From an optimization exercise on the open Yosys and OpenROAD flow, aimed at small area, a short achievable clock period and few clock cycles; shortcuts taken in it are not production practice.
Only simulation tests tie the RTL to the original design; equivalence was not proved.
Power figures rest on the tool's default switching activity, not on a simulated workload.

Setup of job 1032:
// crc8_framer
module crc8_framer (
    input  wire         clk,
    input  wire         rst,
    input  wire         rx_valid,
    input  wire [7:0]   rx_data,
    output wire         rx_ready,
    output wire         tx_valid,
    output wire [7:0]   tx_data,
    input  wire         tx_ready,
    input  wire         cmd_valid,
    output wire         cmd_ready,
    input  wire [7:0]   cmd_code,
    input  wire [7:0]   cmd_arg,
    input  wire [151:0] cmd_pkt,
    output reg          res_valid,
    output reg          res_ok,
    output reg  [31:0]  res_word,
    output reg  [151:0] res_pkt,
    output wire         pkt_avail,
    output wire         q_full
);
Size in the first run: ~5700 cells after synthesis, ~380 I/O pins, roughly 79000 um^2 of cells after synthesis.
make LEC_CHECK=0 ABC_CLOCK_PERIOD_IN_PS=2000 CAP_MARGIN=20 CORE_MARGIN=2 CORE_UTILIZATION=65 CTS_CLUSTER_DIAMETER=90 CTS_CLUSTER_SIZE=28 PLACE_DENSITY=0.72 SETUP_SLACK_MARGIN=5 SLEW_MARGIN=20 finish   # period 8.0 ns
run.sh (not shown) runs the stock make flow with config.mk's settings and CLKGATE_MAP_FILE= SYNTH_SCRIPT=/design/flow/synth_recipe.tcl, a recipe that flattens the netlist after the stock synthesis.
Testbench counts of job 1032, summed over its fixed seeds: cycles 9,983.
Relative to job 1032, the following input files were edited for job 3452:
diff --git a/flow/config.mk b/flow/config.mk
--- a/flow/config.mk
+++ b/flow/config.mk
@@ -7,3 +7,2 @@
 export LEC_CHECK = 0
-export ABC_CLOCK_PERIOD_IN_PS = 2000
 export CAP_MARGIN = 20
@@ -11,4 +10,2 @@
 export CORE_UTILIZATION = 65
-export CTS_CLUSTER_DIAMETER = 90
-export CTS_CLUSTER_SIZE = 28
 export PLACE_DENSITY = 0.72
==> comparison <==
Nothing crashed in job 3452 and all stages finished; the problem is that the final layout failed, the offending checks being antenna rules. On hold slack, the higher figure sits with job 1032, not job 3452. The share of the core filled with cells number comes out lower for job 1032 vs job 3452. Looking at count of clock-buffer cells in the layout, job 3452 sits 100% above job 1032. The worst ir drop on vdd of job 3452 was inferior to that of job 1032. Minimum period implied by the final worst setup slack up 0.0076 ns in job 3452 wrt job 1032. Comparing job 3452 with job 1032, the number of buffers inserted by port buffering came out essentially unchanged.
Setup changes, job 3452 to job 8030
diff --git a/flow/config.mk b/flow/config.mk
--- a/flow/config.mk
+++ b/flow/config.mk
@@ -10,2 +10,4 @@
 export CORE_UTILIZATION = 65
+export CTS_CLUSTER_DIAMETER = 100
+export CTS_CLUSTER_SIZE = 24
 export PLACE_DENSITY = 0.72
- Job 8030 completed end to end with timing, DRC and antenna clean.
- Proportion of cell area occupied by registers was higher in the run labelled job 8030.
- Job 3452 has lower final-layout fill cell count than job 8030.
- Summary of job 8030 over job 3452: total area of multi-input combinational cells went up by 56 um^2; number of DRC markers after the initial detailed-route iteration went down by about 4.3%; count of clock-buffer cells in the layout went down by 148; setup slack of the critical path after layout went up by 0.012 ns.

========
== run A ==
crc8_framer again, from the RTL that the note above started with.
clock: 8.0 ns
lec_check: 0
cap_margin: 10
core_margin: 2
core_utilization: 65
cts_cluster_diameter: 90
cts_cluster_size: 28
place_density: 0.72
setup_slack_margin: 5
slew_margin: 10
Run A: no failed stages, no open violations at the end
Testbench counts of run A, summed over its fixed seeds: cycles 9,983.
The inputs of run B differ from those of run A as listed below.
-- flow/config.mk --
<<< run A, line 8
export CAP_MARGIN = 10
>>> run B, line 8
export CAP_MARGIN = 20
<<< run A, line 10
export CORE_UTILIZATION = 65
export CTS_CLUSTER_DIAMETER = 90
export CTS_CLUSTER_SIZE = 28
export PLACE_DENSITY = 0.72
>>> run B, line 10
export CORE_UTILIZATION = 50
<<< run A, line 15
export SLEW_MARGIN = 10
>>> run B, line 12
export SLEW_MARGIN = 20
### Flow results
sky130_fd_sc_hd__or4bb_4 as the slowest library cell on the worst path was reported by run A, and sky130_fd_sc_hd__dfxtp_2 by run B.
Run B vs. run A: maximum buffer depth of the clock tree now sits higher, aggregate global-route resource usage now sits lower, portion of total power attributed to combinational logic now sits lower.
Run B did not stop at any stage, and its layout met the timing, DRC and antenna checks.
#### Input delta (run C over run B)
-- flow/config.mk --
<<< run B, line 10
export CORE_UTILIZATION = 50
>>> run C, line 10
export CORE_UTILIZATION = 65
export CTS_CLUSTER_DIAMETER = 90
export CTS_CLUSTER_SIZE = 28
export PLACE_DENSITY = 0.66
[summary]
Lower portion of total power attributed to combinational logic goes to run B over run C.
Relative to run B, run C improves worst-case hold slack.
Run C against run B: worst-case setup margin in the final layout up 0.0052 ns, cell count down 9.2%.
Summary of run C over run B: global routing usage summed across all routing layers rose by 5.3 points, switching fraction of total power up 1.0 points, number of buffers other than clock buffers in the final layout went down 4.1%, number of nets at the end of the flow dropped about 3%, critical path depth climbed 7.
On final instance area: between run B and run C, it ends up higher for run B.

[what the ideal ports hide]
The results above use ideal ports. As a check the final layouts listed here were re-extracted and re-timed, cells and wires unchanged. Step 1 (the two cells are an assumption about what drives the block):
set clk [get_ports {clk}]
set_driving_cell -lib_cell sky130_fd_sc_hd__clkbuf_16 $clk
set_driving_cell -lib_cell sky130_fd_sc_hd__buf_2 [delete_from_list [all_inputs] $clk]
Step 2 moves the port delays by t, midway between the first and last clock arrival at a register: inputs arrive t later, outputs are due t later. That takes back most of the time a late clock gives input paths. Slacks: ideal / step 1 / step 2; pairs: ideal / step 1.
run | t, ns | setup slack, ns | slew at the worst register clock pin (ns)
job 1032 | 0.845 | 4.969 / 4.823 / 3.978 | 0.12 / 0.12
job 3452 | 0.900 | 4.961 / 4.904 / 4.004 | 0.08 / 0.08
job 8030 | 0.858 | 4.974 / 4.856 / 3.998 | 0.11 / 0.11
run A | 0.845 | 4.969 / 4.823 / 3.978 | 0.12 / 0.12
run B | 0.960 | 4.911 / 4.831 / 3.925 | 0.07 / 0.07
run C | 0.833 | 4.916 / 4.900 / 4.067 | 0.11 / 0.11
